Source: an optimization exercise on an open RTL-to-GDS flow (aim: small area and a short achievable clock period). Production flows keep margins and buffers that such runs may drop.
The RTL was checked by simulation tests, not by an equivalence proof against the original design.
No activity file was given, so power comes from the tool's default toggle rates.

**design/flow/flow/run.sh**
```bash
#!/bin/bash
# The standard layout (the standard.sh), with two changes to how it is
# made: the port buffers are buf_1 cells instead of ORFS's default delay
# buffers, and ORFS's own repair_timing steps aim for extra setup slack.
set -euo pipefail
cd "$(dirname "$0")/.."
export BUFFER_PORTS_ARGS="-buffer_cell sky130_fd_sc_hd__buf_1"
export SETUP_SLACK_MARGIN=12
bash standard.sh > orfs_make.log 2>&1
```
**design/flow/standard.sh**
```bash
#!/bin/bash
# synth_recipe.tcl (not shown) runs the flow's synth.tcl, then flattens the netlist and writes it again
# the make line also repeats each setting of config.mk as NAME=value (left out here)
make -C /OpenROAD-flow-scripts/flow DESIGN_CONFIG=/design/flow/config.mk WORK_HOME=/design/flow/orfs CLKGATE_MAP_FILE= SYNTH_SCRIPT=/design/flow/synth_recipe.tcl "${@:-finish}"
```
**design/flow/config.mk**
```make
export PLATFORM = sky130hd
export DESIGN_NAME = swire_decoder
export DESIGN_NICKNAME = swire_decoder
export VERILOG_FILES = /design/flow/design.v
export SDC_FILE = /design/flow/constraint.sdc
export NUM_CORES = 4
export LEC_CHECK = 0
export CAP_MARGIN = 20
export CORE_MARGIN = 2
export CORE_UTILIZATION = 40
export SLEW_MARGIN = 20
```
**design/flow/constraint.sdc**
```tcl
create_clock -name core_clock -period 18.0 [get_ports {clk}]
set_input_delay 3.6000 -clock core_clock [delete_from_list [all_inputs] [get_ports {clk}]]
set_output_delay 3.6000 -clock core_clock [all_outputs]
set_load 0.01 [all_outputs]
```
**design/flow/design.v**
```verilog
module swire_decoder (
    input  wire        clk,
    input  wire        rst,
    input  wire        sv,
    input  wire        din,
    input  wire        eos,
    input  wire [31:0] cfg_sample_rate,
    input  wire [31:0] cfg_bit_rate,
    input  wire [1:0]  cfg_address_bytes,
    input  wire [31:0] cfg_trig_wait,
    output reg         bits_valid,
    output reg  [1:0]  bits_class,
    output reg         bits_value,
    output wire [31:0] bits_start,
    output wire [31:0] bits_end,
    output reg         bytes_valid,
    output wire [7:0]  bytes_value,
    output reg         bytes_has_cmd,
    output reg         bytes_cmd,
    output reg         bytes_framing_ok,
    output wire [31:0] bytes_start,
    output wire [31:0] bytes_end,
    output reg         master_valid,
    output reg  [2:0]  master_class,
    output reg  [2:0]  master_kind,
    output wire [23:0] master_data,
    output reg  [31:0] master_start,
    output wire [31:0] master_end,
    output reg         slave_valid,
    output wire [7:0]  slave_value,
    output wire [31:0] slave_start,
    output wire [31:0] slave_end,
    output reg         txn_valid,
    output reg         txn_outcome,
    output wire [2:0]  txn_kind,
    output wire [23:0] txn_addr,
    output wire [1:0]  txn_addr_cnt,
    output wire [7:0]  txn_rw_id,
    output wire        txn_rwid_valid,
    output wire        txn_dir,
    output wire [15:0] txn_data_cnt,
    output wire [31:0] txn_start,
    output wire [31:0] txn_end,
    output wire [3:0]  state,
    output reg         shape,
    output reg         txn_open,
    output wire [3:0]  cnt,
    output wire        done
);
    localparam [1:0] WAIT_FALL = 2'd0, IN_LOW = 2'd1, IN_HIGH = 2'd2;
    localparam [2:0] S_IDLE = 3'd0, S_SEEK_START = 3'd1, S_ADDR = 3'd2,
                     S_RWID = 3'd3, S_WDATA = 3'd4, S_AWAIT_TRIG = 3'd5,
                     S_RDATA = 3'd6, S_SEEK_END = 3'd7;
    localparam [2:0] M_TRIGGER = 3'd4, M_ERROR = 3'd6;
    localparam [2:0] E_PEOS = 3'd2, E_MT = 3'd5;
    localparam [1:0] MS_BYTE = 2'd0, MS_AUX = 2'd1, MS_FALL = 2'd2, MS_POS = 2'd3;
    reg [31:0] sr_r, br_r, tw_r;
    reg [1:0]  ab_r;
    reg [31:0] lpos;         
    reg        primed;
    reg        prev;
    reg [1:0]  phase;
    reg        fall_pend;    
    reg [31:0] fall_pos;
    reg        lo1, lo4;     
    reg [36:0] acc;          
    reg [2:0]  st;
    reg [3:0]  bcnt;
    reg        cmd;
    reg [7:0]  sh;
    reg [31:0] byte_start;
    reg [23:0] addr;
    reg [1:0]  addr_cnt;
    reg [31:0] aux_start;    
    reg        ws_pend;      
    reg [7:0]  rw_id;
    reg        rwid_valid;
    reg [15:0] data_cnt;
    reg [31:0] txn_start_r;
    reg        done_r;
    reg        pend_valid;
    reg        pend_txn;
    reg [1:0]  msel;         
    reg [1:0]  mdat;         
    assign state    = {1'b0, st};
    assign cnt      = bcnt;
    assign done     = done_r;
    assign bits_start     = fall_pos;
    assign bits_end       = lpos;
    assign bytes_value    = sh;
    assign bytes_start    = byte_start;
    assign bytes_end      = lpos;
    assign master_end     = lpos;
    assign master_data    = (mdat == 2'd1) ? addr : (mdat == 2'd2) ? {16'd0, sh} : 24'd0;
    always @* begin
        case (msel)
            MS_BYTE: master_start = byte_start;
            MS_AUX:  master_start = aux_start;
            MS_FALL: master_start = fall_pos;
            default: master_start = lpos;
        endcase
    end
    assign slave_value    = sh;
    assign slave_start    = byte_start;
    assign slave_end      = lpos;
    assign txn_kind       = master_kind;
    assign txn_addr       = addr;
    assign txn_addr_cnt   = addr_cnt;
    assign txn_rw_id      = rw_id;
    assign txn_rwid_valid = rwid_valid;
    assign txn_dir        = rw_id[7];
    assign txn_data_cnt   = data_cnt;
    assign txn_start      = txn_start_r;
    assign txn_end        = lpos;
    always @(posedge clk) begin
        sr_r <= cfg_sample_rate;
        br_r <= cfg_bit_rate;
        tw_r <= cfg_trig_wait;
        ab_r <= cfg_address_bytes;
    end
    function neg38;
        input [37:0] a, b;
        input        cin;
        reg   [37:0] c;
        integer      k;
        begin
            c[0] = cin;
            for (k = 0; k < 37; k = k + 1)
                c[k+1] = (a[k] & b[k]) | ((a[k] | b[k]) & c[k]);
            neg38 = a[37] ^ b[37] ^ c[37];
        end
    endfunction
    function neg34;
        input [33:0] a, b;
        input        cin;
        reg   [33:0] c;
        integer      k;
        begin
            c[0] = cin;
            for (k = 0; k < 33; k = k + 1)
                c[k+1] = (a[k] & b[k]) | ((a[k] | b[k]) & c[k]);
            neg34 = a[33] ^ b[33] ^ c[33];
        end
    endfunction
    function [36:0] add37;
        input [36:0] a, b;
        input        cin;
        reg   [36:0] g, p;
        reg   [37:0] c;
        reg   [9:0]  bg, bp;
        integer      i, k;
        begin
            g = a & b; p = a ^ b;
            for (k = 0; k < 10; k = k + 1) begin
                bg[k] = 1'b0; bp[k] = 1'b1;
                for (i = 4*k; i < 4*k + 4; i = i + 1)
                    if (i < 37) begin bg[k] = g[i] | (p[i] & bg[k]); bp[k] = bp[k] & p[i]; end
            end
            c[0] = cin;
            for (k = 0; k < 10; k = k + 1) begin
                for (i = 4*k; i < 4*k + 4; i = i + 1)
                    if (i < 37) c[i+1] = g[i] | (p[i] & c[i]);
                if (4*k + 4 < 38) c[4*k+4] = bg[k] | (bp[k] & c[4*k]);
            end
            add37 = p ^ c[36:0];
        end
    endfunction
    function [31:0] inc32;
        input [31:0] a;
        reg   [32:0] c;
        reg   [7:0]  ba;
        integer      i, k;
        begin
            for (k = 0; k < 8; k = k + 1) ba[k] = &a[4*k +: 4];
            c[0] = 1'b1;
            for (k = 0; k < 8; k = k + 1) begin
                for (i = 4*k; i < 4*k + 4; i = i + 1) c[i+1] = a[i] & c[i];
                c[4*k+4] = ba[k] & c[4*k];
            end
            inc32 = a ^ c[31:0];
        end
    endfunction
    wire [37:0] ax  = {acc[36], acc};
    wire a1 = ~neg38(ax, {4'd0, sr_r, 2'd0}, 1'b0);
    wire a2 = ~neg38(ax, {5'd0, sr_r, 1'b0}, 1'b0);
    wire a4 = ~neg38(ax, ~{5'd0, sr_r, 1'b0}, 1'b1);
    wire a5 = ~neg38(ax, ~{4'd0, sr_r, 2'd0}, 1'b1);
    wire [37:0] n4  = ~{4'd0, sr_r, 2'd0};
    wire [37:0] n1  = ~{6'd0, sr_r};
    wire [37:0] cs_s = ax ^ n4 ^ n1;
    wire [37:0] cs_c = {(ax[36:0] & n4[36:0]) | (ax[36:0] & n1[36:0]) | (n4[36:0] & n1[36:0]), 1'b1};
    wire ci = ~neg38(cs_s, cs_c, 1'b0);
    wire u1 = a1 & ~a2;
    wire u4 = a4 & ~a5;
    wire [36:0] b8  = {2'd0, br_r, 3'd0};
    wire [36:0] b2  = {4'd0, br_r, 1'b0};
    wire [36:0] av_s = acc ^ b8 ^ b2;
    wire [36:0] av_c = {(acc[35:0] & b8[35:0]) | (acc[35:0] & b2[35:0]) | (b8[35:0] & b2[35:0]), 1'b0};
    wire [36:0] adv  = add37(av_s, av_c, 1'b0);
    wire [36:0] m4  = ~{3'd0, sr_r, 2'd0};
    wire [36:0] m1  = ~{5'd0, sr_r};
    wire [36:0] i1_s = b8 ^ b2 ^ m4;
    wire [36:0] i1_c = {(b8[35:0] & b2[35:0]) | (b8[35:0] & m4[35:0]) | (b2[35:0] & m4[35:0]), 1'b1};
    wire [36:0] i2_s = i1_s ^ i1_c ^ m1;
    wire [36:0] i2_c = {(i1_s[35:0] & i1_c[35:0]) | (i1_s[35:0] & m1[35:0]) | (i1_c[35:0] & m1[35:0]), 1'b1};
    wire [36:0] init = add37(i2_s, i2_c, 1'b0);
    wire [31:0] pos = inc32(lpos);
    wire [33:0] w0  = {2'd0, lpos};
    wire [33:0] w1  = ~{2'd0, aux_start};
    wire [33:0] w2  = ~{2'd0, tw_r};
    wire [33:0] mw_s = w0 ^ w1 ^ w2;
    wire [33:0] mw_c = {(w0[32:0] & w1[32:0]) | (w0[32:0] & w2[32:0]) | (w1[32:0] & w2[32:0]), 1'b1};
    wire        mt_due = ws_pend ? (tw_r == 32'd0) : ~neg34(mw_s, mw_c, 1'b1);
    wire cs_bit0 = ci ? lo1 : (lo1 & u4);
    wire cs_bit1 = ci ? (lo4 & ~lo1) : (lo4 & u1);
    wire cs_bit  = cs_bit0 | cs_bit1;
    wire cs_bad  = ~cs_bit;
    wire ce_bit  = (phase == IN_HIGH) & ((lo1 & a4) | (lo4 & a1));
    wire ce_bitv = lo4;
    wire ce_mid  = (phase == IN_LOW) | ((phase == IN_HIGH) & ~ce_bit);
    wire sh_5a = (sh == 8'h5A);
    wire sh_ff = (sh == 8'hFF);
    wire dc_sat = (data_cnt == 16'hFFFF);
    wire [2:0] s_st, e_st;
    wire [3:0] s_bcnt, e_bcnt;
    wire       s_cmd, e_cmd, s_shift, e_shift, s_bsld, e_bsld;
    wire       s_aclr, e_aclr, s_ashift, e_ashift, s_auxb, e_auxb, s_auxp, e_auxp;
    wire       s_rwld, e_rwld, s_rwclr, e_rwclr, s_dclr, e_dclr, s_dinc, e_dinc, s_tld, e_tld;
    wire [1:0] s_acnt, e_acnt;
    wire       s_bits_v, e_bits_v, s_bits_val, e_bits_val;
    wire [1:0] s_bits_c, e_bits_c;
    wire       s_bytes_v, e_bytes_v, s_hc, e_hc, s_fok, e_fok, s_slave, e_slave;
    wire       s_m_v, e_m_v, s_t_v, e_t_v;
    wire [2:0] s_m_c, e_m_c, s_m_k, e_m_k;
    wire [1:0] s_msel, e_msel;
    wire [1:0] s_mdat, e_mdat;
    wire       s_peos_v, e_peos_v, s_peos_txn, e_peos_txn;
    wire [1:0] s_peos_sel, e_peos_sel;
    swire_decoder_step u_s (
        .st(st), .bcnt(bcnt), .cmd(cmd), .addr_cnt(addr_cnt), .ab(ab_r),
        .sh_5a(sh_5a), .sh_ff(sh_ff), .sh7(sh[7]), .dc_sat(dc_sat),
        .ev_bit(cs_bit), .ev_bad(cs_bad), .bit_v(cs_bit1), .idle(ci),
        .is_eos(1'b0), .mid_bit(1'b0),
        .n_st(s_st), .n_bcnt(s_bcnt), .n_cmd(s_cmd), .sh_shift(s_shift), .bs_ld(s_bsld),
        .addr_clr(s_aclr), .addr_shift(s_ashift), .n_addr_cnt(s_acnt),
        .aux_ld_byte(s_auxb), .aux_ld_pos(s_auxp), .rw_ld(s_rwld), .rw_clr(s_rwclr),
        .dc_clr(s_dclr), .dc_inc(s_dinc), .txn_ld(s_tld),
        .r_bits_v(s_bits_v), .r_bits_c(s_bits_c), .r_bits_val(s_bits_val),
        .r_bytes_v(s_bytes_v), .r_hc(s_hc), .r_fok(s_fok), .r_slave(s_slave),
        .r_m_v(s_m_v), .r_m_c(s_m_c), .r_m_k(s_m_k), .r_msel(s_msel), .r_mdat(s_mdat), .r_t_v(s_t_v),
        .r_peos_v(s_peos_v), .r_peos_txn(s_peos_txn), .r_peos_sel(s_peos_sel));
    swire_decoder_step u_e (
        .st(st), .bcnt(bcnt), .cmd(cmd), .addr_cnt(addr_cnt), .ab(ab_r),
        .sh_5a(sh_5a), .sh_ff(sh_ff), .sh7(sh[7]), .dc_sat(dc_sat),
        .ev_bit(ce_bit), .ev_bad(1'b0), .bit_v(ce_bitv), .idle(1'b0),
        .is_eos(1'b1), .mid_bit(ce_mid),
        .n_st(e_st), .n_bcnt(e_bcnt), .n_cmd(e_cmd), .sh_shift(e_shift), .bs_ld(e_bsld),
        .addr_clr(e_aclr), .addr_shift(e_ashift), .n_addr_cnt(e_acnt),
        .aux_ld_byte(e_auxb), .aux_ld_pos(e_auxp), .rw_ld(e_rwld), .rw_clr(e_rwclr),
        .dc_clr(e_dclr), .dc_inc(e_dinc), .txn_ld(e_tld),
        .r_bits_v(e_bits_v), .r_bits_c(e_bits_c), .r_bits_val(e_bits_val),
        .r_bytes_v(e_bytes_v), .r_hc(e_hc), .r_fok(e_fok), .r_slave(e_slave),
        .r_m_v(e_m_v), .r_m_c(e_m_c), .r_m_k(e_m_k), .r_msel(e_msel), .r_mdat(e_mdat), .r_t_v(e_t_v),
        .r_peos_v(e_peos_v), .r_peos_txn(e_peos_txn), .r_peos_sel(e_peos_sel));
    wire trig_c = (st == S_AWAIT_TRIG) & u1;    
    wire mt_c   = (st == S_AWAIT_TRIG) & mt_due;
    wire in_wait = (phase == WAIT_FALL);
    wire in_low  = (phase == IN_LOW);
    wire in_high = (phase == IN_HIGH);
    wire c0 = primed & in_high;                        
    wire f0 = primed & ((in_wait & prev) | in_high);   
    wire mt0 = primed & in_wait & ~prev & mt_c;         
    wire c1 = primed & in_high & ci;
    wire r1 = primed & in_low & ~trig_c;               
    wire g1 = primed & in_low & trig_c;                
    wire mt1 = primed & in_wait & mt_c;
    wire [2:0] st0 = c0 ? s_st : (mt0 ? S_SEEK_START : st);
    wire [2:0] st1 = c1 ? s_st : (g1 ? S_RDATA : (mt1 ? S_SEEK_START : st));
    wire [3:0] bc0 = c0 ? s_bcnt : (mt0 ? 4'd0 : bcnt);
    wire [3:0] bc1 = c1 ? s_bcnt : (mt1 ? 4'd0 : bcnt);
    wire [1:0] ph0 = f0 ? IN_LOW : phase;
    wire [1:0] ph1 = (c1 | g1) ? WAIT_FALL : (r1 ? IN_HIGH : phase);
    reg        sm_v, st_v;
    reg  [2:0] sm_c, sm_k;
    reg  [1:0] sm_sel, sm_dat;
    always @* begin
        if (in_high) begin
            sm_c = s_m_c; sm_k = s_m_k; st_v = s_t_v;
            sm_sel = s_auxb ? MS_BYTE : s_msel;
            sm_dat = s_mdat;
        end else if (in_low) begin
            sm_c = M_TRIGGER; sm_k = 3'd0; st_v = 1'b0;
            sm_sel = MS_FALL; sm_dat = 2'd0;
        end else begin
            sm_c = M_ERROR; sm_k = E_MT; st_v = 1'b1;
            sm_sel = MS_AUX; sm_dat = 2'd0;
        end
    end
    wire sm_v0 = c0 ? s_m_v : mt0;
    wire sm_v1 = c1 ? s_m_v : (g1 | mt1);
    wire st_v0 = c0 ? s_t_v : mt0;
    wire st_v1 = c1 ? s_t_v : mt1;
    wire       e_peos_only = e_peos_v & ~e_m_v;
    wire [2:0] em_c = e_peos_only ? M_ERROR : e_m_c;
    wire [2:0] em_k = e_peos_only ? E_PEOS : e_m_k;
    wire [1:0] e_sel0 = e_peos_only ? e_peos_sel : e_msel;
    wire [1:0] em_sel = (e_sel0 == MS_AUX && e_auxb) ? MS_BYTE : e_sel0;
    wire [1:0] em_dat = e_peos_only ? 2'd0 : e_mdat;
    wire tk_e  = ~done_r & eos;
    wire tk_s  = ~done_r & ~eos & sv;
    wire close = tk_s & (din ? c1 : c0);
    wire fall  = tk_s & ~din & f0;
    wire rise  = tk_s & din & r1;
    wire k_step = tk_e | close;
    wire idle_st = ~done_r & ~st[2] & ~st[1];    
    always @(posedge clk) begin
        if (tk_s) acc <= (din ? r1 : f0) ? init : (ci ? acc : adv);
        if (in_low) begin lo1 <= u1; lo4 <= u4; end
        if (fall_pend) fall_pos <= lpos;
        if (eos ? tk_e & e_shift : close & s_shift) sh <= {sh[6:0], eos ? ce_bitv : cs_bit1};
        if (k_step) cmd <= eos ? e_cmd : s_cmd;
        if (bcnt == 4'd0) byte_start <= fall_pos;
        if (idle_st) addr <= 24'd0;
        else if (eos ? tk_e & e_ashift : close & s_ashift) addr <= {addr[15:0], sh};
        if (k_step) addr_cnt <= eos ? e_acnt : s_acnt;
        if (ws_pend) aux_start <= lpos;
        else if (st == S_ADDR && addr_cnt == 2'd0) aux_start <= byte_start;
        if (idle_st) begin rw_id <= 8'd0; rwid_valid <= 1'b0; end
        else if (eos ? tk_e & e_rwld : close & s_rwld) begin rw_id <= sh; rwid_valid <= 1'b1; end
        if (idle_st) data_cnt <= 16'd0;
        else if (eos ? tk_e & e_dinc : close & s_dinc) data_cnt <= data_cnt + 16'd1;
        if (idle_st) txn_start_r <= byte_start;
        bits_class       <= eos ? e_bits_c : s_bits_c;
        bits_value       <= eos ? ce_bitv : cs_bit1;
        bytes_has_cmd    <= eos ? e_hc : s_hc;
        bytes_cmd        <= (eos ? e_hc : s_hc) & cmd;
        bytes_framing_ok <= eos ? ce_bitv : cs_bit1;
        pend_txn         <= e_peos_txn;
        if (pend_valid) begin
            master_class <= M_ERROR; master_kind <= E_PEOS; txn_outcome <= 1'b1;
            msel <= MS_POS; mdat <= 2'd0;
        end else if (eos) begin
            master_class <= em_c; master_kind <= em_k; txn_outcome <= |em_k;
            msel <= em_sel; mdat <= em_dat;
        end else begin
            master_class <= sm_c; master_kind <= sm_k; txn_outcome <= |sm_k;
            msel <= sm_sel; mdat <= sm_dat;
        end
        if (rst) begin
            lpos <= 32'hFFFFFFFF; primed <= 1'b0; prev <= 1'b1; phase <= WAIT_FALL;
            fall_pend <= 1'b0; ws_pend <= 1'b0; st <= S_IDLE; bcnt <= 4'd0; done_r <= 1'b0;
            pend_valid <= 1'b0;
            bits_valid <= 1'b0; bytes_valid <= 1'b0; master_valid <= 1'b0;
            slave_valid <= 1'b0; txn_valid <= 1'b0;
            shape <= 1'b0; txn_open <= 1'b0;
        end else begin
            if (tk_s | tk_e) lpos <= pos;
            if (tk_s) begin primed <= 1'b1; prev <= din; end
            fall_pend <= fall;
            ws_pend   <= eos ? tk_e & e_auxp : close & s_auxp;
            if (tk_e) done_r <= 1'b1;
            if (tk_e) begin
                phase <= WAIT_FALL; st <= e_st; bcnt <= e_bcnt;
                shape <= (e_st == S_RDATA); txn_open <= e_st[2] | e_st[1];
            end else if (tk_s) begin
                phase <= din ? ph1 : ph0;
                st <= din ? st1 : st0;
                bcnt <= din ? bc1 : bc0;
                shape <= din ? (st1 == S_RDATA) : (st0 == S_RDATA);
                txn_open <= din ? (st1[2] | st1[1]) : (st0[2] | st0[1]);
            end
            bits_valid   <= eos ? tk_e & e_bits_v : close & s_bits_v;
            bytes_valid  <= eos ? tk_e & e_bytes_v : close & s_bytes_v;
            slave_valid  <= eos ? tk_e & e_slave : close & s_slave;
            pend_valid   <= tk_e & e_peos_v & e_m_v;
            master_valid <= pend_valid | (eos ? tk_e & (e_m_v | e_peos_v)
                                              : tk_s & (din ? sm_v1 : sm_v0));
            txn_valid    <= (pend_valid & pend_txn) |
                            (eos ? tk_e & e_t_v & ~(e_peos_v & e_m_v)
                                 : tk_s & (din ? st_v1 : st_v0));
        end
    end
endmodule
module swire_decoder_step (
    input  wire [2:0] st,
    input  wire [3:0] bcnt,
    input  wire       cmd,
    input  wire [1:0] addr_cnt,
    input  wire [1:0] ab,
    input  wire       sh_5a,
    input  wire       sh_ff,
    input  wire       sh7,
    input  wire       dc_sat,
    input  wire       ev_bit,
    input  wire       ev_bad,
    input  wire       bit_v,
    input  wire       idle,
    input  wire       is_eos,
    input  wire       mid_bit,
    output reg  [2:0] n_st,
    output reg  [3:0] n_bcnt,
    output reg        n_cmd,
    output reg        sh_shift,
    output reg        bs_ld,
    output reg        addr_clr,
    output reg        addr_shift,
    output reg  [1:0] n_addr_cnt,
    output reg        aux_ld_byte,
    output reg        aux_ld_pos,
    output reg        rw_ld,
    output reg        rw_clr,
    output reg        dc_clr,
    output reg        dc_inc,
    output reg        txn_ld,
    output reg        r_bits_v,
    output reg  [1:0] r_bits_c,
    output reg        r_bits_val,
    output reg        r_bytes_v,
    output reg        r_hc,
    output reg        r_fok,
    output reg        r_slave,
    output reg        r_m_v,
    output reg  [2:0] r_m_c,
    output reg  [2:0] r_m_k,
    output reg  [1:0] r_msel,
    output reg  [1:0] r_mdat,      
    output reg        r_t_v,
    output reg        r_peos_v,
    output reg        r_peos_txn,
    output reg  [1:0] r_peos_sel
);
    localparam [2:0] S_IDLE = 3'd0, S_SEEK_START = 3'd1, S_ADDR = 3'd2,
                     S_RWID = 3'd3, S_WDATA = 3'd4, S_AWAIT_TRIG = 3'd5,
                     S_RDATA = 3'd6, S_SEEK_END = 3'd7;
    localparam [1:0] B_DATA = 2'd0, B_CMD = 2'd1, B_ERR = 2'd2;
    localparam [2:0] M_START = 3'd0, M_ADDR = 3'd1, M_RWID = 3'd2, M_WDATA = 3'd3,
                     M_END = 3'd5, M_ERROR = 3'd6;
    localparam [2:0] E_BAD = 3'd1, E_UCB = 3'd3, E_MEM = 3'd4;
    localparam [1:0] MS_BYTE = 2'd0, MS_AUX = 2'd1, MS_FALL = 2'd2, MS_POS = 2'd3;
    reg       byte_done, byte_c, err, bs_now;
    reg [2:0] err_kind;
    reg [1:0] err_sel;
    always @* begin
        n_st = st; n_bcnt = bcnt; n_cmd = cmd; n_addr_cnt = addr_cnt;
        sh_shift = 1'b0; bs_ld = 1'b0; addr_clr = 1'b0; addr_shift = 1'b0;
        aux_ld_byte = 1'b0; aux_ld_pos = 1'b0; rw_ld = 1'b0; rw_clr = 1'b0;
        dc_clr = 1'b0; dc_inc = 1'b0; txn_ld = 1'b0;
        r_bits_v = 1'b0; r_bits_c = B_DATA; r_bits_val = bit_v;
        r_bytes_v = 1'b0; r_hc = 1'b0; r_fok = bit_v; r_slave = 1'b0;
        r_m_v = 1'b0; r_m_c = M_START; r_m_k = 3'd0; r_msel = MS_BYTE; r_mdat = 2'd0;
        r_t_v = 1'b0;
        r_peos_v = 1'b0; r_peos_txn = 1'b0; r_peos_sel = MS_POS;
        byte_done = 1'b0; byte_c = 1'b0; err = 1'b0; err_kind = 3'd0; err_sel = MS_BYTE;
        bs_now = 1'b0;
        if (ev_bit) begin
            if (n_st == S_IDLE) n_st = S_SEEK_START;
            if (n_bcnt == 4'd0) bs_ld = 1'b1;
            r_bits_v = 1'b1;
            if (n_st != S_RDATA) begin
                if (n_bcnt == 4'd0) begin
                    n_cmd = bit_v; r_bits_c = B_CMD; n_bcnt = 4'd1;
                    if ((n_st == S_WDATA || n_st == S_AWAIT_TRIG) && bit_v)
                        n_st = S_SEEK_END;
                end else if (n_bcnt <= 4'd8) begin
                    sh_shift = 1'b1; n_bcnt = n_bcnt + 4'd1;
                end else begin
                    n_bcnt = 4'd0;
                    byte_done = 1'b1; byte_c = cmd; r_hc = 1'b1;
                end
            end else begin
                if (n_bcnt <= 4'd7) begin
                    sh_shift = 1'b1; n_bcnt = n_bcnt + 4'd1;
                end else begin
                    n_bcnt = 4'd0;
                    byte_done = 1'b1; byte_c = 1'b0; r_hc = 1'b0;
                end
            end
        end
        if (byte_done) begin
            r_bytes_v = 1'b1;
            case (n_st)
                S_SEEK_START: begin
                    if (byte_c && sh_5a) begin
                        r_m_v = 1'b1; r_m_c = M_START; r_msel = MS_BYTE;
                        txn_ld = 1'b1; addr_clr = 1'b1; n_addr_cnt = 2'd0; rw_clr = 1'b1;
                        dc_clr = 1'b1;
                        n_st = S_ADDR;
                    end
                end
                S_ADDR: begin
                    if (byte_c) begin
                        err = 1'b1; err_kind = E_UCB; err_sel = MS_BYTE;
                    end else begin
                        if (addr_cnt == 2'd0) aux_ld_byte = 1'b1;
                        addr_shift = 1'b1;
                        n_addr_cnt = addr_cnt + 2'd1;
                        if (n_addr_cnt == ab) begin
                            r_m_v = 1'b1; r_m_c = M_ADDR; r_msel = MS_AUX; r_mdat = 2'd1;
                            n_st = S_RWID;
                        end
                    end
                end
                S_RWID: begin
                    if (byte_c) begin
                        err = 1'b1; err_kind = E_UCB; err_sel = MS_BYTE;
                    end else begin
                        rw_ld = 1'b1;
                        r_m_v = 1'b1; r_m_c = M_RWID; r_msel = MS_BYTE; r_mdat = 2'd2;
                        if (sh7) begin
                            n_st = S_AWAIT_TRIG; aux_ld_pos = 1'b1;
                        end else begin
                            n_st = S_WDATA;
                        end
                    end
                end
                S_WDATA: begin
                    r_m_v = 1'b1; r_m_c = M_WDATA; r_msel = MS_BYTE; r_mdat = 2'd2;
                    if (!dc_sat) dc_inc = 1'b1;
                end
                S_RDATA: begin
                    r_slave = 1'b1;
                    if (!dc_sat) dc_inc = 1'b1;
                    n_st = S_AWAIT_TRIG; aux_ld_pos = 1'b1;
                end
                S_SEEK_END: begin
                    if (sh_ff) begin
                        r_m_v = 1'b1; r_m_c = M_END; r_msel = MS_BYTE;
                        r_t_v = 1'b1;
                        n_st = S_IDLE;
                    end else begin
                        err = 1'b1; err_kind = E_MEM; err_sel = MS_BYTE; r_mdat = 2'd2;
                    end
                end
                default: ;
            endcase
            if (err) r_mdat = 2'd2;
        end
        if (ev_bad) begin
            if (n_st == S_IDLE) n_st = S_SEEK_START;
            r_bits_v = 1'b1; r_bits_c = B_ERR; r_bits_val = 1'b0;
            if (n_st >= S_ADDR) begin
                err = 1'b1; err_kind = E_BAD; r_mdat = 2'd0;
                err_sel = (n_bcnt != 4'd0) ? MS_BYTE : MS_FALL;
            end
            n_bcnt = 4'd0;
        end
        if (err) begin
            r_m_v = 1'b1; r_m_c = M_ERROR; r_m_k = err_kind; r_msel = err_sel;
            if (n_st >= S_ADDR) r_t_v = 1'b1;
            n_bcnt = 4'd0;
            n_st = S_SEEK_START;
        end
        if (idle) begin
            if (n_st == S_SEEK_START) begin
                n_bcnt = 4'd0; n_st = S_IDLE;
            end
        end
        if (is_eos) begin
            if (mid_bit || n_bcnt != 4'd0 || n_st >= S_ADDR) begin
                r_peos_v = 1'b1;
                r_peos_sel = (n_bcnt != 4'd0) ? MS_BYTE : (mid_bit ? MS_FALL : MS_POS);
                if (n_st >= S_ADDR) begin
                    r_peos_txn = 1'b1;
                    r_t_v = 1'b1;
                end
                n_st = S_SEEK_START;
            end
            n_bcnt = 4'd0;
        end
    end
endmodule
```
==> flow_metrics.py, run 1 <==
metrics = {
    "status": {
        "status": "finished clean",
    },
    "timing": {
        "clock.fmax_mhz": 172,
        "setup_viol": 0,
        "tightestPinTransition_ns": 1.07,
        "drv_slew": 0,
        "hold_viol_final": 0,
        "rsz0062_at_grt": "true",
        "finalSetupTns_ns": 0,
        "finalCriticalPeriod_ns": 5.81,
        "whs_ns": 0.472,
        "slew_headroom_pct": 28.7,
        "finalClockSkew_ns": 0.0318,
        "period_share_pct": 32.3,
    },
    "yosys": {
        "ys_warn_count": 2,
        "ys_ff_latch": 396,
        "ys.flop_type": "dfxtp_1",
        "synth.distinct_cells": 100,
        "yosysTopAreaCell": "edfxtp_1",
        "avgSynthCellArea_um2": 10.8,
        "netlist_area_mm2": 0.0277,
        "synth_area_leaders": "edfxtp_1 19%, dfxtp_1 16%, fa_1 15%, ha_1 11%, buf_4 4.8%",
        "synth_fp_nets": 3111,
        "synth_edf_count": 178,
        "async_flop_share_pct": 0,
        "synth_top_cell_area_share_pct": 19.3,
        "ys_seq_area_share_pct": 35.1,
        "syn-instance-count": 2573,
    },
    "worst_setup_path": {
        "cp.arrival_ns": 2.21,
        "r2r-start": "sr_r[0]$_DFF_P_",
        "reg2reg_slack_ns": 12.29,
        "reg2regPathDepth": 24,
        "cp.required_ns": 14.40,
        "worstPathMaxFanout": 32,
        "worst_setup_path_start_kind": "register",
        "r2r_end": "acc[35]$_DFFE_PP_",
        "crit_type": "register to output port",
        "end_kind": "output port",
    },
    "grt": {
        "grt_max_degree": 54,
        "grt_pass1_wl_um": 128000,
        "overflow": 0,
        "grt_use_total_pct": 23.3,
        "grt_pass1_vias": 21000,
        "antenna_found_initial": 1,
    },
    "run": {
        "cap_violations": 0,
    },
    "clocking": {
        "cts_buffers": 49,
        "clock-root-buffer": "clkbuf_16",
        "clk_path_buf_depth": 3,
        "worst_skew_pair.late_latency_ns": 0.63,
        "cts_sinks": 396,
        "clk_pin_slew_worst_paths_ns": 0.06,
        "cts_max_level": 2,
        "cts_tree": "yes",
        "cts_hold_buf": 0,
    },
    "final_layout": {
        "drive_gt1_share_pct": 8.20,
        "final_cell_area_mm2": 0.0313,
        "diodes": 0,
        "fin_util_pct": 45.7,
        "syn2layout_area_growth_pct": 13.3,
        "final_cells": 3930,
        "nNetsFinal": 3496,
    },
    "route": {
        "route.detailed.drc": 0,
        "drt_pass1_iterations": 6,
        "wirelength_um": 84500,
        "routed_via_density": 5.34,
        "drtIter0Drc": 1564,
        "wl_per_cell_um": 21.5,
        "drtAntennaViolNets": 0,
        "num_vias": 21000,
    },
    "hold_path": {
        "holdPathEnd": "byte_start[31]$_DFFE_PN_",
        "min_from": "fall_pos[31]$_DFFE_PP_",
        "whs_path_depth": 0,
        "hp-class": "register to register",
    },
    "placed_design": {
        "dp_hpwl_um": 65100,
        "place_area_mm2": 0.0295,
        "dpl.cell_count": 3837,
        "place_congestion": 0.905,
        "io_buffers": 545,
    },
    "die": {
        "die_area_mm2": 0.0713,
        "fp-row-count": 96,
        "ios": 547,
        "initial_core_util_pct": 40.3,
        "coreArea_mm2": 0.0686,
        "fp.dieW_um": 267,
        "die_h_um": 267,
    },
    "power": {
        "vdd_drop_max_mv": 0.0800,
        "powerDensity_mw_per_mm2": 94.8,
        "leakage_nw": 12.5,
    },
}
worst max path at each step:
| stage | start | end | slack, ns | cells past startpoint |
|---|---|---|---|---|
| 3_3_place_gp | eos | acc[19]$_DFFE_PP_ | 11.63 | 8 |
| 5_1_grt | sr_r[0]$_DFF_P_ | acc[35]$_DFFE_PP_ | 11.92 | 24 |
| 2_1_floorplan | eos | acc[10]$_DFFE_PP_ | 12.28 | 6 |
| 3_5_place_dp | eos | acc[19]$_DFFE_PP_ | 11.59 | 8 |
| 6_report | msel[0]$_SDFF_PP1_ | master_start[5] | 12.19 | 3 |
| 4_1_cts | msel[0]$_SDFF_PP1_ | master_start[5] | 12.02 | 3 |
logic make-up (layout without fill, tap and decap cells):
kind of cell	count (synthesis)	count (layout)	share of synthesized area, %
compound gates	475	475	12.2
xor+xnor	34	34	1.08
fa+ha+maj	454	454	25.9
buf+inv	512	938	9.43
flops	396	396	35.1
mux	123	123	6.16
other cells	1	1	0.0136
simple gates	578	578	10.2
cells in the final DEF (no fill, tap or decap), drive strengths merged, types with 19 or more instances in the layout:
master,instances
a21o,24
a21oi,113
a31oi,32
and2,26
and3,20
buf,564
clkbuf,65
dfxtp,218
edfxtp,178
fa,202
ha,233
inv,287
maj3,19
mux2,54
mux2i,37
mux4,32
nand2,150
nand3,31
nand3b,25
nand4,25
nor2,161
nor2b,31
nor3,46
o21ai,80
o21bai,19
o22ai,28
xor2,24
critical path, cell delays in order (launching register included):
cell	delay, ns
dfxtp_2	0.32
buf_6	0.41
mux4_2	0.68
buf_1	0.17
power by group:
part | total, mW | switching (mW) | internal (mW)
clock | 1.07 | 0.427 | 0.647
combinational | 0.805 | 0.447 | 0.359
sequential | 1.09 | 0.0964 | 0.996
state kept, by name, summed over array words and instances (netlist names), 4 cells and up:
register,cells
acc,37
aux_start,32
sr_r,32
tw_r,32
data_cnt,16
byte_start,32
br_r,32
addr,24
fall_pos,32
bcnt,4
rw_id,8
txn_start_r,32
lpos,32
sh,8
what timing repair did:
action / CTS / global route
pin swaps: 0 / 1
resized for setup: 3 / 6
gates cloned: 0 / 0
buffers inserted: 0 / 1
endpoints found under the setup margin: 11 / 14
cells in the mapped netlist, types with 9 or more instances:
cell	count
mux2i_1	36
o21bai_1	19
mux4_2	32
xnor2_1	10
a31oi_1	30
o21a_1	9
o221ai_1	9
edfxtp_1	178
a22o_1	13
nand4_1	25
o31ai_1	15
nand2_1	149
o22ai_1	27
a211oi_1	9
maj3_1	15
a21oi_1	108
ha_1	233
nor2b_1	31
o21ai_0	70
xor2_1	24
a22oi_1	11
and2_1	26
nor3_1	46
nand2b_1	18
a21o_1	23
clkbuf_1	43
mux2_2	54
nor2_1	160
buf_4	177
dfxtp_1	218
inv_1	280
a2111oi_0	14
nand3_1	30
a222oi_1	11
nor4_1	17
o211ai_1	15
fa_1	202
nand3b_1	25
and3_1	20
through the flow:
step / power, mW / setup slack [ns]
finish: 2.97 / 12.19
global route: 3.17 / 11.92
CTS: 3.00 / 12.02
floorplan: 1.70 / 12.28
detailed placement: 1.91 / 11.59
global placement: 1.88 / 11.63
final cells by class:
type,instances,area (um^2)
multi-input combinational,1665,15400
inverter,281,1050
fill,6434,37200
clock inverter,28,434
timing repair buffer,565,2240
sequential,396,9720
clock buffer,64,1330
tap,931,1160
metal layers:
metal | GRT usage (%) | vias to the layer above | wire length [um]
li1 | - | 9630 | -
met1 | 30.9 | 10400 | 36300
met2 | 37.5 | 755 | 39500
met3 | 4.30 | 160 | 5070
met4 | 9.79 | 2 | 3640
met5 | 0 | - | 15
==> inputs of run 2 (changes only) <==
--- a/design/flow/flow/run.sh
+++ b/design/flow/flow/run.sh
@@ -6,4 +6,4 @@
 cd "$(dirname "$0")/.."
 export BUFFER_PORTS_ARGS="-buffer_cell sky130_fd_sc_hd__buf_1"
-export SETUP_SLACK_MARGIN=12
+export SETUP_SLACK_MARGIN=13
 bash standard.sh > orfs_make.log 2>&1
==> run 2 against run 1 <==
  * Worst hold slack got worse by 0.0023 ns
  * Sequential share of layout area down 0.80 points
  * Synthesized cell count did not move
  * Sequential power about the same
  * Register-to-register slack gained 0.57 ns
  * Still clean on timing, DRC and antenna
  * Worst setup slack better by 0.28 ns
  * Sequential cell count stayed put
  * Clock-buffer cell count is 4 lower
  * Synthesized area unchanged
  * Combinational power up 6.0%
==> flow_metrics.py, run 2 <==
metrics = {
    "worst_setup_path": {
        "worstPathMaxFanout": 8,
        "cp.required_ns": 14.40,
        "reg2reg_slack_ns": 12.86,
        "cp.buffers_inverters": 3,
        "cp.arrival_ns": 1.93,
        "worst_setup_path_start_kind": "register",
        "crit_type": "register to output port",
        "slowest_stage": "mux4_2",
        "cp_cell_sequence": "buf_12 -> buf_16 -> mux4_2 -> clkbuf_2",
        "max_stage_delay_ns": 0.50,
        "cp_top_family": "multiplexers",
        "end_kind": "output port",
    },
    "clocking": {
        "cts_buffers": 46,
        "clk_pin_slew_worst_paths_ns": 0.06,
        "worst_skew_pair.late_latency_ns": 0.62,
        "clock-root-buffer": "clkbuf_16",
        "cts_sinks": 396,
        "cts_tree": "yes",
        "cts_hold_buf": 0,
        "cts_max_level": 2,
        "clk_path_buf_depth": 3,
    },
    "yosys": {
        "ys_ff_latch": 396,
        "async_flop_share_pct": 0,
        "avgSynthCellArea_um2": 10.8,
        "syn-instance-count": 2573,
        "ys_seq_area_share_pct": 35.1,
        "synth.distinct_cells": 100,
        "ys.flop_type": "dfxtp_1",
        "synth_fp_nets": 3111,
        "synth_edf_count": 178,
        "yosysMostFrequentCell": "inv_1",
        "synth_top_cell_area_share_pct": 19.3,
        "ys_warn_count": 2,
        "synth_area_leaders": "edfxtp_1 19%, dfxtp_1 16%, fa_1 15%, ha_1 11%, buf_4 4.8%",
        "yosysTopAreaCell": "edfxtp_1",
        "synth_common_cells": "280 x inv_1, 233 x ha_1, 218 x dfxtp_1",
        "netlist_area_mm2": 0.0277,
    },
    "final_layout": {
        "drive_gt1_share_pct": 16.4,
        "final_cells": 4003,
        "layout_common_cells": "490 x buf_1, 268 x inv_1, 231 x ha_1",
        "fillers": 6244,
        "syn2layout_area_growth_pct": 18.0,
        "largest_register_ffs": 37,
        "final_common_cell": "buf_1",
        "nNetsFinal": 3571,
        "regMostFlops": "acc",
    },
    "power": {
        "clock_power_share_pct": 34.1,
        "intPower_mw": 1.97,
        "powerDensity_mw_per_mm2": 90.4,
        "p_sw_mw": 0.977,
        "combPwrFrac_pct": 28.9,
        "vdd_drop_max_mv": 0.0849,
        "p_seq_share_pct": 37.0,
        "switching_share_pct": 33.1,
        "leakage_nw": 13.1,
    },
    "timing": {
        "slew_headroom_pct": 22.4,
        "hold_viol_final": 0,
        "tightestPinTransition_ns": 1.15,
        "period_share_pct": 30.7,
        "finalSetupTns_ns": 0,
        "finalClockSkew_ns": 0.0221,
        "setup_viol": 0,
        "drv_slew": 0,
        "fin_ws_ns": 12.47,
        "rsz0062_at_grt": "true",
        "clock.fmax_mhz": 181,
        "finalCriticalPeriod_ns": 5.53,
    },
    "route": {
        "num_vias": 21700,
        "drtAntennaViolNets": 0,
        "routed_via_density": 5.42,
        "wl_per_cell_um": 21.7,
        "drt_pass1_iterations": 6,
        "drtIter0Drc": 1619,
        "wirelength_um": 86800,
        "route.detailed.drc": 0,
    },
    "placed_design": {
        "dp_hpwl_um": 64900,
        "place_congestion": 0.913,
        "io_buffers": 545,
        "dpl_worst_slack_ns": 11.78,
        "dpl.cell_count": 3838,
    },
    "grt": {
        "grt_max_degree": 68,
        "antenna_found_initial": 2,
        "grt_use_total_pct": 23.8,
        "grt_pass1_vias": 21700,
        "grt_pass1_wl_um": 131000,
        "overflow": 0,
    },
    "die": {
        "initial_core_util_pct": 40.3,
        "die_area_mm2": 0.0713,
        "die_h_um": 267,
        "fp-row-count": 96,
        "ios": 547,
        "coreArea_mm2": 0.0686,
        "fp.dieW_um": 267,
    },
    "status": {
        "status": "finished clean",
    },
    "hold_path": {
        "hp-class": "register to register",
    },
    "run": {
        "cap_violations": 0,
    },
}
[run 2: cell counts after synthesis]
No cell type changed its count.
[run 2: power groups by stage]
| stage | Sequential [mW] | Combinational, mW | Clock, mW |
|---|---|---|---|
| finish | 1.09 | 0.853 | 1.01 |
| global route | 1.10 | 0.969 | 1.07 |
| CTS | 1.09 | 0.837 | 1.03 |
| detailed placement | 1.11 | 0.798 | 0 |
| global placement | 1.11 | 0.772 | 0 |
| floorplan | 1.08 | 0.622 | 0 |
[run 2: layout make-up]
type / count / area [um^2] / area share (%)
diodes: 1 / 2.50 / 0.00767
multi-input cells: 1670 / 15800 / 48.3
clock inverters: 26 / 335 / 1.03
repair buffers: 638 / 3150 / 9.66
clock buffers: 60 / 1300 / 3.97
well taps: 931 / 1160 / 3.57
flip-flops and latches: 396 / 9850 / 30.2
inverters: 281 / 1070 / 3.28
[run 2: per-stage QoR]
stage	hold slack, ns	utilization, %	power, mW	area (um^2)
5_1_grt	0.491	47.6	3.14	32600
6_report	0.469	47.6	2.95	32600
4_1_cts	0.476	46.9	2.96	32200
2_1_floorplan	0.482	-	1.70	27800
3_3_place_gp	0.457	43.2	1.88	29600
3_5_place_dp	0.463	43.2	1.91	29600
[run 2: worst reg2reg max path, cell delays in order, from the launching register on]
cell and delay, ns:
dfxtp_4 0.37, ha_4 0.24, fa_1 0.49, inv_2 0.04, fa_2 0.34, inv_2 0.06, fa_2 0.19, a21o_1 0.11
a21o_1 0.11, a21oi_2 0.07, o21ai_2 0.21, a41oi_2 0.16, a211oi_2 0.31, a31o_2 0.22, nor3_2 0.04, o21a_1 0.21
buf_4 0.14, o21ai_2 0.12, o21ai_2 0.09, fa_2 0.35, fa_2 0.35, fa_2 0.34, xor2_1 0.14, nand2_1 0.07
o21ai_1 0.08
[run 2: logic make-up (layout without fill, tap and decap cells)]
logic type,Yosys count,in the layout,synth area share (%)
compound gates,475,477,12.2
xor+xnor,34,34,1.08
fa+ha+maj,454,454,25.9
buf+inv,512,1005,9.43
flops,396,396,35.1
mux,123,124,6.16
other cells,1,2,0.0136
simple gates,578,580,10.2
[run 2: worst paths after layout]
path	start	cells past startpoint	to
setup reg to reg	br_r[1]$_DFF_P_	24	acc[35]$_DFFE_PP_
setup / recovery	msel[0]$_SDFF_PP1_	4	master_start[15]
hold reg to reg	fall_pos[18]$_DFFE_PP_	0	byte_start[18]$_DFFE_PN_
hold / removal	fall_pos[18]$_DFFE_PP_	0	byte_start[18]$_DFFE_PN_
[run 2: metal layers]
metal / vias up / share of wire [%] / track usage [%] / routed length, um
met2: 810 / 49 / 40.3 / 42400
met4: 0 / 2.8 / 6.67 / 2410
met5: - / 0 / 0 / 0
met3: 144 / 6.6 / 4.41 / 5690
li1: 9791 / - / - / -
met1: 10900 / 42 / 31.2 / 36400
[run 2: timing repair]
item / 4_1_cts / 5_1_grt
pin swaps: 43 / 31
gates cloned: 6 / 1
resized for setup: 179 / 79
setup buffers: 43 / 28
endpoints found under the setup margin: 311 / 176
==> inputs of run 3 (changes only) <==
==> design/flow/run.sh (new file) <==
#!/bin/bash
# synth_recipe.tcl (not shown) runs the flow's synth.tcl, then flattens the netlist and writes it again
# the make line also repeats each setting of config.mk as NAME=value (left out here)
make -C /OpenROAD-flow-scripts/flow DESIGN_CONFIG=/design/flow/config.mk WORK_HOME=/design/flow/orfs CLKGATE_MAP_FILE= SYNTH_SCRIPT=/design/flow/synth_recipe.tcl finish
removed: design/flow/flow/run.sh
removed: design/flow/standard.sh
==> run 3 against run 2 <==
  * Still clean on timing, DRC and antenna
  * Clock power fell by 4%
  * Sequential cell count did not move
  * Final area rose by 5.7%
  * Largest power group unchanged
==> flow_metrics.py, run 3 <==
metrics = {
    "timing": {
        "hold_viol_final": 0,
        "finalCriticalPeriod_ns": 6.40,
        "clock.fmax_mhz": 156,
        "finalClockSkew_ns": 0.0209,
        "drv_slew": 0,
        "slew_headroom_pct": 26.5,
        "setup_viol": 0,
        "period_share_pct": 35.6,
        "finalSetupTns_ns": 0,
        "rsz0062_at_grt": "false",
        "tightestPinTransition_ns": 1.10,
    },
    "yosys": {
        "synth.distinct_cells": 100,
        "netlist_area_mm2": 0.0277,
        "synth_fp_nets": 3111,
        "ys_seq_area_share_pct": 35.1,
        "yosysTopAreaCell": "edfxtp_1",
        "async_flop_share_pct": 0,
        "ys_warn_count": 2,
        "yosysMostFrequentCell": "inv_1",
        "synth_common_cells": "280 x inv_1, 233 x ha_1, 218 x dfxtp_1",
        "synth_edf_count": 178,
        "avgSynthCellArea_um2": 10.8,
        "synth_area_leaders": "edfxtp_1 19%, dfxtp_1 16%, fa_1 15%, ha_1 11%, buf_4 4.8%",
        "synth_top_cell_area_share_pct": 19.3,
        "ys_ff_latch": 396,
        "syn-instance-count": 2573,
        "ys.flop_type": "dfxtp_1",
    },
    "route": {
        "wl_met3_um": 4680,
        "met1_length_um": 37100,
        "wirelength_um": 86200,
        "num_vias": 20800,
        "wl_met2_um": 41700,
        "wl_per_cell_um": 21.9,
        "drtAntennaViolNets": 0,
        "route.detailed.drc": 0,
        "drt_pass1_iterations": 5,
        "highest_layer": "met5",
        "routed_via_density": 5.30,
        "drtIter0Drc": 1407,
    },
    "placed_design": {
        "dpl.cell_count": 3835,
        "io_buffers": 545,
        "place_area_mm2": 0.0329,
        "place_congestion": 0.922,
        "dp_hpwl_um": 67500,
    },
    "status": {
        "status": "finished clean",
    },
    "clocking": {
        "cts_tree": "yes",
        "cts_setup_buffers": 0,
        "cts_sinks": 396,
        "worst_skew_pair.late_latency_ns": 0.61,
        "cts_buffers": 48,
        "clock-root-buffer": "clkbuf_16",
        "clk_pin_slew_worst_paths_ns": 0.05,
        "cts_resized": 0,
        "clk_path_buf_depth": 3,
        "cts_hold_buf": 0,
        "cts_max_level": 2,
    },
    "final_layout": {
        "fillers": 6121,
        "drive_gt1_share_pct": 7.58,
        "largest_register_ffs": 37,
        "regMostFlops": "acc",
        "final_cells": 3927,
        "nNetsFinal": 3492,
        "final_cell_area_mm2": 0.0345,
        "syn2layout_area_growth_pct": 24.7,
        "final_common_cell": "clkdlybuf4s50_1",
        "layout_common_cells": "544 x clkdlybuf4s50_1, 280 x inv_1, 233 x ha_1",
    },
    "die": {
        "fp.dieW_um": 267,
        "die_area_mm2": 0.0713,
        "fp-row-count": 96,
        "coreArea_mm2": 0.0686,
        "initial_core_util_pct": 40.3,
        "die_h_um": 267,
        "ios": 547,
    },
    "hold_path": {
        "min_from": "rwid_valid$_SDFFE_PP0P_",
        "whs_path_depth": 2,
        "hp-class": "register to register",
        "holdPathEnd": "rwid_valid$_SDFFE_PP0P_",
    },
    "grt": {
        "grt_pass1_wl_um": 131000,
        "grt_use_total_pct": 24.0,
        "antenna_found_initial": 2,
        "grt_pass1_vias": 21100,
        "overflow": 0,
        "grt_max_degree": 82,
    },
    "power": {
        "vdd_drop_max_mv": 0.0702,
        "powerDensity_mw_per_mm2": 85.1,
        "leakage_nw": 13.9,
    },
    "worst_setup_path": {
        "cp_top_family": "compound AO/OA/AOI/OAI gates",
        "cp.buffers_inverters": 2,
        "reg2reg_slack_ns": 11.67,
        "critPathLaunch": "eos",
        "crit_type": "input pin to register",
        "cp.arrival_ns": 6.68,
        "end_kind": "register",
        "cp.required_ns": 18.28,
        "r2r_end": "acc[35]$_DFFE_PP_",
        "worstPathMaxFanout": 21,
        "cp_cell_sequence": "clkdlybuf4s50_1 -> nor2_1 -> nand2_1 -> a21oi_1 -> a21boi_0 -> a21o_1 -> buf_4",
        "max_stage_delay_ns": 0.79,
        "slowest_stage": "clkdlybuf4s50_1",
        "worst_setup_path_start_kind": "input pin",
        "r2r-start": "sr_r[0]$_DFF_P_",
        "reg2regPathDepth": 24,
    },
    "run": {
        "cap_violations": 0,
    },
}
run 3: tightest hold or removal path, delay by kind of cell (launching register included):
family | cells | cell delay (ns)
flops | 1 | 0.33
simple gates | 2 | 0.11
run 3: worst max-delay path by stage:
stage | end | cells past startpoint
final | acc[34]$_DFFE_PP_ | 7
after global routing | acc[35]$_DFFE_PP_ | 24
after detailed placement | acc[34]$_DFFE_PP_ | 7
after CTS | master_start[29] | 3
after global placement | acc[35]$_DFFE_PP_ | 7
after floorplan | acc[10]$_DFFE_PP_ | 6
run 3: where the power goes:
part | switching, mW | internal [mW] | total, mW
Sequential | 0.0961 | 0.997 | 1.09
Combinational | 0.446 | 0.424 | 0.870
Clock | 0.407 | 0.566 | 0.972
Total | 0.949 | 1.99 | 2.94
run 3: logic make-up after synthesis:
group / synth area share, %
fa+ha+maj: 25.9
other cells: 0.0136
simple gates: 10.2
buf+inv: 9.43
flops: 35.1
mux: 6.16
compound gates: 12.2
xor+xnor: 1.08
run 3: metrics by stage:
step                setup slack (ns)  hold WS [ns]  util, %  power, mW
CTS                            11.59         0.475     50.3       2.97
global route                   11.36         0.491     50.3       3.12
floorplan                      12.28         0.482        -       1.70
detailed placement             10.93         0.461     48.0       1.98
global placement               11.08         0.456     48.0       1.95
finish                         11.60         0.472     50.3       2.94
run 3: area by class of cell:
cell class / instances / area, um^2 / area share (%)
clock buffers: 67 / 1370 / 3.96
flip-flops and latches: 396 / 9710 / 28.2
well taps: 931 / 1160 / 3.38
multi-input cells: 1665 / 15400 / 44.6
inverters: 281 / 1050 / 3.06
repair buffers: 562 / 5580 / 16.2
clock inverters: 23 / 235 / 0.682
diodes: 2 / 5.00 / 0.0145
run 3: metal layers:
metal,track usage [%],vias up
li1,-,9625
met4,8.15,4
met5,0,-
met3,3.67,127
met1,31.5,10400
met2,40.2,667
==> inputs of run 4 (changes only) <==
--- a/design/flow/design.v
+++ b/design/flow/design.v
@@ -81,5 +81,5 @@
     reg        pend_valid;
     reg        pend_txn;
-    reg [1:0]  msel;         
+    reg [3:0]  msel;         
     reg [1:0]  mdat;         
     assign state    = {1'b0, st};
@@ -92,13 +92,7 @@
     assign bytes_end      = lpos;
     assign master_end     = lpos;
-    assign master_data    = (mdat == 2'd1) ? addr : (mdat == 2'd2) ? {16'd0, sh} : 24'd0;
-    always @* begin
-        case (msel)
-            MS_BYTE: master_start = byte_start;
-            MS_AUX:  master_start = aux_start;
-            MS_FALL: master_start = fall_pos;
-            default: master_start = lpos;
-        endcase
-    end
+    assign master_data    = ({24{mdat[0]}} & addr) | {16'd0, {8{mdat[1]}} & sh};
+    always @* master_start = ({32{msel[0]}} & byte_start) | ({32{msel[1]}} & aux_start) |
+                             ({32{msel[2]}} & fall_pos)   | ({32{msel[3]}} & lpos);
     assign slave_value    = sh;
     assign slave_start    = byte_start;
@@ -339,11 +333,11 @@
         if (pend_valid) begin
             master_class <= M_ERROR; master_kind <= E_PEOS; txn_outcome <= 1'b1;
-            msel <= MS_POS; mdat <= 2'd0;
+            msel <= 4'b1000; mdat <= 2'd0;
         end else if (eos) begin
             master_class <= em_c; master_kind <= em_k; txn_outcome <= |em_k;
-            msel <= em_sel; mdat <= em_dat;
+            msel <= 4'b0001 << em_sel; mdat <= em_dat;
         end else begin
             master_class <= sm_c; master_kind <= sm_k; txn_outcome <= |sm_k;
-            msel <= sm_sel; mdat <= sm_dat;
+            msel <= 4'b0001 << sm_sel; mdat <= sm_dat;
         end
         if (rst) begin
==> design/flow/flow/run.sh (new file) <==
#!/bin/bash
# The standard layout (the standard.sh), with two changes to how it is
# made: the port buffers are buf_1 cells instead of ORFS's default delay
# buffers, and ORFS's own repair_timing steps aim for extra setup slack.
set -euo pipefail
cd "$(dirname "$0")/.."
export BUFFER_PORTS_ARGS="-buffer_cell sky130_fd_sc_hd__buf_1"
export SETUP_SLACK_MARGIN=13
bash standard.sh > orfs_make.log 2>&1
==> design/flow/standard.sh (new file) <==
#!/bin/bash
# synth_recipe.tcl (not shown) runs the flow's synth.tcl, then flattens the netlist and writes it again
# the make line also repeats each setting of config.mk as NAME=value (left out here)
make -C /OpenROAD-flow-scripts/flow DESIGN_CONFIG=/design/flow/config.mk WORK_HOME=/design/flow/orfs CLKGATE_MAP_FILE= SYNTH_SCRIPT=/design/flow/synth_recipe.tcl "${@:-finish}"
removed: design/flow/run.sh
==> run 4 against run 3 <==
  * Still clean
  * Combinational power grew 5.6%
  * Die area down 0.26%
  * Worst hold slack lost 0.0037 ns
  * Register-to-register slack better by 0.96 ns
  * Total power up 3.4%
  * Synthesized area shrank 0.27%
  * Sequential power hardly changed
  * Sequential cell count up 2
  * Highest routed layer is now met4
==> flow_metrics.py, run 4 <==
metrics = {
    "worst_setup_path": {
        "critPathLaunch": "sr_r[0]$_DFF_P_",
        "crit_type": "register to register",
        "worstPathMaxFanout": 3,
        "r2r-start": "sr_r[0]$_DFF_P_",
        "end_kind": "register",
        "cp.required_ns": 18.35,
        "cp.arrival_ns": 5.72,
        "worst_setup_path_start_kind": "register",
        "reg2regPathDepth": 21,
    },
    "route": {
        "wirelength_um": 82600,
        "num_vias": 21400,
        "wl_per_cell_um": 20.4,
        "drtAntennaViolNets": 0,
        "drtIter0Drc": 1551,
        "route.detailed.drc": 0,
        "drt_pass1_iterations": 5,
        "routed_via_density": 5.30,
    },
    "yosys": {
        "avgSynthCellArea_um2": 10.4,
        "synthXorXnorAreaFrac_pct": 0.921,
        "ys.flop_type": "dfxtp_1",
        "synth_edf_count": 178,
        "synth.distinct_cells": 107,
        "yosysTopAreaCell": "edfxtp_1",
        "ys_warn_count": 2,
        "netlist_area_mm2": 0.0276,
        "synthSimpleGateAreaFrac_pct": 10.9,
        "synth-adder-area-share_pct": 25.8,
        "async_flop_share_pct": 0,
        "synth_fp_nets": 3203,
        "ys_seq_area_share_pct": 35.3,
        "synth_top_family_by_area": "adder cells",
        "synth_compound_area_share_pct": 13.8,
        "synth_top_cell_area_share_pct": 19.4,
        "syn-instance-count": 2665,
        "synth_area_leaders": "edfxtp_1 19%, dfxtp_1 16%, fa_1 15%, ha_1 11%, buf_4 4.9%",
        "synth_common_cells": "286 x inv_1, 233 x ha_1, 220 x dfxtp_1",
        "ys_ff_latch": 398,
        "yosysMostFrequentCell": "inv_1",
        "synth.area.mux_share_pct": 3.47,
    },
    "die": {
        "initial_core_util_pct": 40.3,
        "die_h_um": 267,
        "ios": 547,
        "fp.dieW_um": 267,
        "fp-row-count": 96,
        "coreArea_mm2": 0.0685,
        "die_area_mm2": 0.0711,
    },
    "clocking": {
        "cts_tree": "yes",
        "cts_hold_buf": 0,
        "clk_pin_slew_worst_paths_ns": 0.06,
        "clk_path_buf_depth": 3,
        "clock-root-buffer": "clkbuf_16",
        "cts_max_level": 2,
        "cts_sinks": 398,
        "worst_skew_pair.late_latency_ns": 0.61,
        "cts_buffers": 48,
    },
    "final_layout": {
        "fillers": 6477,
        "final_cells": 4045,
        "fin_util_pct": 47.9,
        "drive_gt1_share_pct": 16.3,
        "diodes": 0,
        "layout_common_cells": "478 x buf_1, 277 x inv_1, 232 x ha_1",
        "nNetsFinal": 3661,
        "regMostFlops": "acc",
        "final_common_cell": "buf_1",
        "multi_input_area_mm2": 0.0157,
        "regArea_mm2": 0.00986,
        "largest_register_ffs": 37,
        "syn2layout_area_growth_pct": 18.8,
    },
    "placed_design": {
        "dpl.cell_count": 3872,
        "io_buffers": 545,
        "place_congestion": 0.940,
        "dp_hpwl_um": 60500,
    },
    "timing": {
        "finalSetupTns_ns": 0,
        "rsz0062_at_grt": "true",
        "tightestPinTransition_ns": 1.10,
        "drv_slew": 0,
        "hold_viol_final": 0,
        "period_share_pct": 29.8,
        "setup_viol": 0,
        "slew_headroom_pct": 26.1,
        "finalClockSkew_ns": 0.0227,
        "finalCriticalPeriod_ns": 5.37,
        "whs_ns": 0.468,
        "clock.fmax_mhz": 186,
    },
    "grt": {
        "antenna_found_initial": 1,
        "overflow": 0,
        "grt_max_degree": 70,
        "grt_pass1_wl_um": 126000,
        "grt_pass1_vias": 20900,
        "grt_use_total_pct": 22.8,
    },
    "hold_path": {
        "whs_path_depth": 2,
        "hp-class": "register to register",
        "min_from": "rwid_valid$_SDFFE_PP0P_",
    },
    "power": {
        "leakage_nw": 13.4,
        "vdd_drop_max_mv": 0.0833,
        "power.total_mw": 3.03,
        "powerDensity_mw_per_mm2": 92.6,
    },
    "run": {
        "cap_violations": 0,
    },
    "status": {
        "status": "finished clean",
    },
}
[run 4: cell count changes after synthesis, sizes merged, moves of 10 or more]
| cell | change |
|---|---|
| a22oi | +75 |
| nand2 | +35 |
| mux4 | -32 |
| o21ai | +21 |
| nor2b | -17 |
| nor3 | +17 |
| xor2 | -12 |
| a2111oi | -11 |
| or3 | +10 |
[run 4: where the power goes]
part           total, mW  internal [mW]  switching (mW)
Sequential          1.12           1.01           0.106
Combinational      0.919          0.418           0.501
Clock               1.00          0.586           0.414
Total               3.03           2.01            1.02
[run 4: worst max-delay path, stage by stage (launching register included)]
cell      delay, ns
dfxtp_4        0.38
inv_6          0.04
ha_4           0.25
fa_1           0.42
inv_2          0.07
fa_2           0.18
inv_2          0.04
fa_2           0.39
a21o_1         0.18
a21o_1         0.17
a21o_1         0.17
a21o_1         0.18
a21oi_2        0.16
o21ai_2        0.09
a21o_1         0.24
a221oi_2       0.32
a21oi_2        0.13
o31a_1         0.31
fa_2           0.36
fa_2           0.36
fa_2           0.40
mux2_4         0.27
[run 4: kinds of logic after synthesis]
| kind of cell | count (synthesis) |
|---|---|
| other cells | 1 |
| simple gates | 616 |
| compound gates | 553 |
| flops | 398 |
| buf+inv | 528 |
| xor+xnor | 29 |
| mux | 89 |
| fa+ha+maj | 451 |
[run 4: path summary, 6_finish.rpt]
| check | endpoint | slack, ns |
|---|---|---|
| min reg2reg | rwid_valid$_SDFFE_PP0P_ | 0.47 |
| max reg2reg | acc[30]$_DFFE_PP_ | 12.63 |
| max | acc[30]$_DFFE_PP_ | 12.63 |
| min | rwid_valid$_SDFFE_PP0P_ | 0.47 |
[run 4: layout make-up]
class                   count  area share, %
well taps                 882           3.37
clock buffers              66           3.99
repair buffers            647           10.3
clock inverters            24          0.924
inverters                 288           3.34
flip-flops and latches    398           30.1
multi-input cells        1740           48.0
[run 4: what timing repair did]
item	CTS	global route
cloned	8	1
gates resized for setup	222	111
setup buffers	56	18
setup endpoints to repair	361	190
pin swaps	87	38
[run 4: per-stage QoR]
stage / setup WS [ns] / instance area, um^2
floorplan: 12.35 / 27700
global route: 12.46 / 32800
detailed placement: 11.56 / 29400
CTS: 12.57 / 32300
global placement: 11.64 / 29400
finish: 12.63 / 32800
[run 4: metal layers]
metal | global-route usage [%] | up-vias | wire length [um]
met3 | 3.57 | 149 | 5110
met2 | 37.9 | 759 | 39200
met4 | 7.73 | 0 | 2780
met1 | 30.2 | 10500 | 35500
met5 | 0 | - | 0
li1 | - | 10100 | -
==> inputs of run 5 (changes only) <==
--- a/design/flow/config.mk
+++ b/design/flow/config.mk
@@ -8,4 +8,4 @@
 export CAP_MARGIN = 20
 export CORE_MARGIN = 2
-export CORE_UTILIZATION = 40
+export CORE_UTILIZATION = 55
 export SLEW_MARGIN = 20
==> run 5 against run 4 <==
  * Global-route usage grew 9.4 points
  * Largest power group unchanged
  * Routed wire length up 2.5%
  * Final area fell by 0.88%
  * Utilization up 17 points
==> flow_metrics.py, run 5 <==
metrics = {
    "route": {
        "num_vias": 22200,
        "routed_via_density": 5.78,
        "drtAntennaViolNets": 0,
        "wirelength_um": 84700,
        "drt_pass1_iterations": 6,
        "wl_per_cell_um": 22.1,
        "route.detailed.drc": 0,
        "drtIter0Drc": 1539,
    },
    "worst_setup_path": {
        "worstPathMaxFanout": 5,
        "cp.required_ns": 18.35,
        "crit_type": "register to register",
        "end_kind": "register",
        "cp.arrival_ns": 5.69,
        "worst_setup_path_start_kind": "register",
    },
    "clocking": {
        "clk_pin_slew_worst_paths_ns": 0.06,
        "cts_buffers": 45,
        "worst_skew_pair.late_latency_ns": 0.61,
        "clk_path_buf_depth": 3,
        "cts_max_level": 2,
        "cts_tree": "yes",
        "cts_hold_buf": 0,
        "cts_sinks": 398,
        "clock-root-buffer": "clkbuf_16",
    },
    "final_layout": {
        "regMostFlops": "acc",
        "final_common_cell": "buf_1",
        "diodes": 0,
        "layout_common_cells": "477 x buf_1, 275 x inv_1, 231 x ha_1",
        "drive_gt1_share_pct": 16.5,
        "fin_util_pct": 65.2,
        "syn2layout_area_growth_pct": 17.8,
        "nNetsFinal": 3665,
        "largest_register_ffs": 37,
    },
    "yosys": {
        "avgSynthCellArea_um2": 10.4,
        "ys.flop_type": "dfxtp_1",
        "ys_ff_latch": 398,
        "syn-instance-count": 2665,
        "netlist_area_mm2": 0.0276,
        "synth_area_leaders": "edfxtp_1 19%, dfxtp_1 16%, fa_1 15%, ha_1 11%, buf_4 4.9%",
        "synth_fp_nets": 3203,
        "ys_seq_area_share_pct": 35.3,
        "async_flop_share_pct": 0,
        "synth_common_cells": "286 x inv_1, 233 x ha_1, 220 x dfxtp_1",
        "synth_edf_count": 178,
        "synth.distinct_cells": 107,
        "yosysMostFrequentCell": "inv_1",
        "ys_warn_count": 2,
        "synth_top_cell_area_share_pct": 19.4,
        "yosysTopAreaCell": "edfxtp_1",
    },
    "grt": {
        "grt_max_degree": 82,
        "grt_use_total_pct": 32.1,
        "grt_pass1_vias": 22200,
        "grt_pass1_wl_um": 130000,
        "overflow": 0,
        "antenna_found_initial": 1,
    },
    "timing": {
        "finalCriticalPeriod_ns": 5.35,
        "clock.fmax_mhz": 187,
        "slew_headroom_pct": 25.5,
        "finalSetupTns_ns": 0,
        "setup_viol": 0,
        "rsz0062_at_grt": "true",
        "drv_slew": 0,
        "period_share_pct": 29.7,
        "finalClockSkew_ns": 0.0197,
        "fin_ws_ns": 12.65,
        "hold_viol_final": 0,
        "tightestPinTransition_ns": 1.12,
    },
    "die": {
        "coreArea_mm2": 0.0499,
        "die_area_mm2": 0.0520,
        "fp-row-count": 82,
        "die_h_um": 228,
        "ios": 547,
        "fp.dieW_um": 228,
        "initial_core_util_pct": 55.3,
    },
    "placed_design": {
        "dpl_worst_slack_ns": 11.77,
        "io_buffers": 545,
        "place_congestion": 0.930,
        "dp_hpwl_um": 61700,
    },
    "power": {
        "leakage_nw": 13.4,
        "powerDensity_mw_per_mm2": 91.7,
        "vdd_drop_max_mv": 0.0956,
    },
    "hold_path": {
        "hp-class": "register to register",
    },
    "status": {
        "status": "finished clean",
    },
    "run": {
        "cap_violations": 0,
    },
}
==> run 5: power breakdown <==
part | switching [mW] | internal [mW] | total, mW
clock network | 0.396 | 0.509 | 0.905
registers | 0.107 | 1.01 | 1.12
logic | 0.526 | 0.431 | 0.957
total | 1.03 | 1.95 | 2.98
==> run 5: metrics by stage <==
step	hold slack, ns	total power [mW]	cells	area, um^2
after detailed placement	0.445	2.01	3662	29100
after global placement	0.437	1.99	3662	29100
after floorplan	0.462	1.77	2665	27700
after CTS	0.453	2.97	3804	31800
after global routing	0.483	3.17	3836	32500
final	0.476	2.98	3836	32500
==> run 5: timing repair <==
item | CTS | global route
gates resized for setup | 222 | 141
pin swaps | 70 | 47
gates cloned | 9 | 0
setup endpoints to repair | 318 | 206
setup buffers | 49 | 32
==> run 5: worst paths after layout <==
| check | startpoint | to | slack, ns | cells past startpoint |
|---|---|---|---|---|
| max | sr_r[1]$_DFF_P_ | acc[30]$_DFFE_PP_ | 12.65 | 22 |
| max reg2reg | sr_r[1]$_DFF_P_ | acc[30]$_DFFE_PP_ | 12.65 | 22 |
| min reg2reg | fall_pos[7]$_DFFE_PP_ | byte_start[7]$_DFFE_PN_ | 0.48 | 0 |
| min | fall_pos[7]$_DFFE_PP_ | byte_start[7]$_DFFE_PN_ | 0.48 | 0 |
==> run 5: layout make-up <==
class	count	area, um^2
fillers	4066	17400
clock inverters	22	211
multi-input cells	1740	15700
flip-flops and latches	398	9880
inverters	288	1110
repair buffers	654	3450
well taps	672	841
clock buffers	62	1250
==> run 5: critical path: stages, from the launching register on <==
cell and delay (ns):
dfxtp_4 0.37, buf_6 0.13, clkinvlp_4 0.09, ha_1 0.30, inv_1 0.07, ha_2 0.20, fa_2 0.21, inv_2 0.04
fa_2 0.38, a21o_1 0.16, a21o_1 0.15, a21o_1 0.15, a21o_1 0.20, a21oi_2 0.14, o21ai_2 0.09, a21o_1 0.23
a221oi_2 0.28, a21oi_2 0.12, o31a_1 0.30, fa_2 0.38, fa_2 0.38, fa_2 0.44, mux2_4 0.27
==> run 5: cells by family (layout without fill, tap and decap cells) <==
| logic type | count (synthesis) | after routing | synth area share (%) |
|---|---|---|---|
| and+or+nand+nor | 616 | 617 | 10.9 |
| AOI/OAI and AO/OA | 553 | 553 | 13.8 |
| buffers and inverters | 528 | 1026 | 9.71 |
| adders and majority gates | 451 | 451 | 25.8 |
| DFF | 398 | 398 | 35.3 |
| muxes | 89 | 89 | 3.47 |
| xor gates and xnor gates | 29 | 29 | 0.921 |
| other | 1 | 1 | 0.0136 |
==> run 5: layer usage <==
metal / global-route usage [%] / share of wire (%) / up-vias
met5: 0 / 0.015 / -
met4: 11.1 / 3.5 / 2
met3: 4.99 / 5.6 / 169
met2: 54.6 / 49 / 790
met1: 41.9 / 42 / 11100
li1: - / - / 10100
